Background: an optimization exercise with open tools, aiming at small area and a short achievable clock period. Do not read the settings as production practice. In this exercise RTL edits were held to simulation tests only and were not proved equivalent to the original.

main:
// sqan_rxsync
module sqan_rxsync (
    input  wire         clk,
    input  wire         rst,                  
    input  wire [1:0]   in_cmd,
    input  wire [15:0]  in_i,
    input  wire [15:0]  in_q,
    input  wire [6:0]   cfg_percent,          
    input  wire [1:0]   cfg_hdr_w,            
    input  wire [11:0]  cfg_header,           
    input  wire         cfg_byte_timing,      
    input  wire [7:0]   cfg_timing_interval,  
    input  wire [4:0]   cfg_slot_bits,        
    input  wire [7:0]   cfg_sync0,            
    input  wire [7:0]   cfg_sync1,            
    input  wire         cfg_screen,           
    input  wire         cfg_esc_en,           
    input  wire [7:0]   cfg_esc_marker,       
    input  wire [7:0]   cfg_esc_xor,          
    input  wire [2:0]   cfg_esc_extra,        
    output reg          flush_valid,
    output reg          flush_emit,
    output reg  [4:0]   flush_n,
    output reg          flush_sync,
    output reg          flush_overflow,
    output reg  [127:0] flush_bytes,          
    output wire         st_searching,
    output wire         st_inverted,
    output wire         st_ignore,
    output wire [4:0]   st_count
);
For scale: roughly 1400 cells after synthesis, about 250 I/O pins, roughly 17000 um^2 of cells after synthesis.
clock: 22.0 ns
lec_check: 0
cap_margin: 20
core_margin: 2
core_utilization: 40
cts_cluster_diameter: 70
cts_cluster_size: 30
slew_margin: 20
synth_hierarchical: 1
standard.sh (not shown) runs the stock make flow with config.mk's settings and CLKGATE_MAP_FILE= SYNTH_SCRIPT=/design/flow/synth_recipe.tcl, a recipe that flattens the netlist after the stock synthesis.
==> flow/flow/run.sh <==
#!/bin/bash
# Standard layout with two changes to how it is optimised:
#  - the port buffers are made from the smallest buffer cell (buffer_ports
#    otherwise picks sky130_fd_sc_hd__clkdlybuf4s50_1); the resizer still
#    upsizes any of them that timing or slew needs;
#  - repair_timing aims for a larger setup slack than the constraint needs, so
#    that it shortens the critical paths (the SDC and clock are unchanged).
set -euo pipefail
export BUFFER_PORTS_ARGS="-buffer_cell sky130_fd_sc_hd__buf_1"
export SETUP_SLACK_MARGIN=15
bash standard.sh > standard_make.log 2>&1
Setup changes, main to the feature branch
diff --git a/flow/design.v b/flow/design.v
--- a/flow/design.v
+++ b/flow/design.v
@@ -133,37 +133,35 @@
                 end
             end else if (is_scan_end) begin
                 nv_idx[b] = 5'd0; nv_fnd[b] = 1'b0; nv_mx[b] = 1'b0; nv_ov[b] = 1'b0;
             end
         end
     end
-    wire [20:0] sel_a;
-    wire [23:0] sel_b;
-    sqan_sel #(.W(21)) u_sel_a (
+    wire [12:0] sel_a;
+    wire [15:0] sel_b;
+    sqan_sel #(.W(13)) u_sel_a (
         .s(rx),
-        .a({nv_s[0], nv_inv[0], nv_clr[0], nv_ov[0], nv_fnd[0], nv_bus0[0], nv_bus1[0]}),
-        .b({nv_s[1], nv_inv[1], nv_clr[1], nv_ov[1], nv_fnd[1], nv_bus0[1], nv_bus1[1]}),
+        .a({nv_s[0], nv_inv[0], nv_clr[0], nv_ov[0], nv_fnd[0], nv_bus0[0]}),
+        .b({nv_s[1], nv_inv[1], nv_clr[1], nv_ov[1], nv_fnd[1], nv_bus0[1]}),
         .y(sel_a));
-    sqan_sel #(.W(24)) u_sel_b (
+    sqan_sel #(.W(16)) u_sel_b (
         .s(rx_n),
-        .a({nv_idx[1], nv_mx[1], nv_ign[1], nv_sld[1], nv_bus0[1], nv_bus1[1]}),
-        .b({nv_idx[0], nv_mx[0], nv_ign[0], nv_sld[0], nv_bus0[0], nv_bus1[0]}),
+        .a({nv_idx[1], nv_mx[1], nv_ign[1], nv_sld[1], nv_bus1[1]}),
+        .b({nv_idx[0], nv_mx[0], nv_ign[0], nv_sld[0], nv_bus1[0]}),
         .y(sel_b));
-    wire       s_nx     = sel_a[20];
-    wire       inv_nx   = sel_a[19];
-    wire       clr_cnt  = sel_a[18];
-    wire       ov_nx    = sel_a[17];
-    wire       fnd_nx   = sel_a[16];
-    wire [7:0] bus_even_lo = sel_a[15:8];
-    wire [7:0] bus_odd_lo  = sel_a[7:0];
-    wire [4:0] idx_nx   = sel_b[23:19];
-    wire       mx_nx    = sel_b[18];
-    wire       ign_nx   = sel_b[17];
-    wire       ld_slots = sel_b[16];
-    wire [7:0] bus_even_hi = sel_b[15:8];
-    wire [7:0] bus_odd_hi  = sel_b[7:0];
+    wire       s_nx     = sel_a[12];
+    wire       inv_nx   = sel_a[11];
+    wire       clr_cnt  = sel_a[10];
+    wire       ov_nx    = sel_a[9];
+    wire       fnd_nx   = sel_a[8];
+    wire [7:0] bus_even = sel_a[7:0];
+    wire [4:0] idx_nx   = sel_b[15:11];
+    wire       mx_nx    = sel_b[10];
+    wire       ign_nx   = sel_b[9];
+    wire       ld_slots = sel_b[8];
+    wire [7:0] bus_odd  = sel_b[7:0];
     wire [4:0] cnt_keep = (is_sample && !searching) ? cnt_inc : bit_cnt;
     wire [7:0] sl_load  = ignore_hdr ? slots_dec : cfg_timing_interval;
     wire assemble = is_sample && !searching;
     wire complete = assemble && byte_done;
     wire [8:0] pb = {2'b00, cfg_percent, 1'b0};
     integer d;
@@ -210,14 +208,13 @@
     genvar k;
     generate
         for (k = 0; k < 16; k = k + 1) begin : g_cell
             wire wr = (idx == k) || (idx + 5'd1 == k);
             always @(posedge clk)
                 if (!rst && complete && wr)
-                    dataout[k] <= (k < 8) ? ((k % 2 == 0) ? bus_even_lo : bus_odd_lo)
-                                          : ((k % 2 == 0) ? bus_even_hi : bus_odd_hi);
+                    dataout[k] <= (k % 2 == 0) ? bus_even : bus_odd;
         end
     endgenerate
     integer j;
     always @(posedge clk) begin
         flush_valid <= !rst && is_scan_end;
         if (!rst && is_scan_end) begin
Results
- Summary of the feature branch over main: synthesized area per cell went down, smallest hold slack climbed 9.7 ps.
- On the feature branch: HPWL after detailed placement is 2.0% lower than what main gave.
- Sort main and the feature branch by relative slew slack asc -> top: the feature branch
- When the feature branch is measured against main, its placed cell area turns out 1.4% lower.
- In the reports for main and the feature branch, the larger die width belongs to main.
- Side by side, shortest clock period the worst path allows after layout turned out higher in the feature branch than in main.
- Critical path depth on the feature branch is up relative to main.
- The feature branch vs main — wire length reported by the detailed router dropped by a few percent
- The wire length of the first global-routing pass reported for the feature branch is smaller than that of main by 790 um.
- The feature branch leaves less setup margin than main.
- Cell area after layout on the feature branch is down relative to main.
- Re number of buffers added by the clock tree synthesis step: main and the feature branch aren't equal, and the higher value belongs to main.
- The feature branch ends up with lower post-synthesis instance total than main does.

## separate check: timing with driven ports
The results above use ideal ports. As a check the final layouts listed here were re-extracted and re-timed, cells and wires unchanged. Step 1 (the two cells are an assumption about what drives the block):
set clk [get_ports {clk}]
set_driving_cell -lib_cell sky130_fd_sc_hd__clkbuf_16 $clk
set_driving_cell -lib_cell sky130_fd_sc_hd__buf_2 [delete_from_list [all_inputs] $clk]
Step 2 moves the port delays by t, midway between the first and last clock arrival at a register: inputs arrive t later, outputs are due t later. That takes back most of the time a late clock gives input paths. a / b / c = ideal / step 1 / step 2; a / b = the first two.
run	t (ns)	slack for setup (ns)	hold slack, ns	worst setup path after step 2	worst slew at a driven data input, ns
main	0.611	15.025 / 15.033 / 14.422	0.402 / 0.402 / 0.402	input to register	0.10
the feature branch	0.586	14.967 / 14.951 / 14.365	0.411 / 0.411 / 0.411	input to register	0.11
After both steps every run listed still meets setup and hold. For main, which loses most, drivers alone change the setup slack by +0.008 ns; drivers and shift together by -0.603 ns.
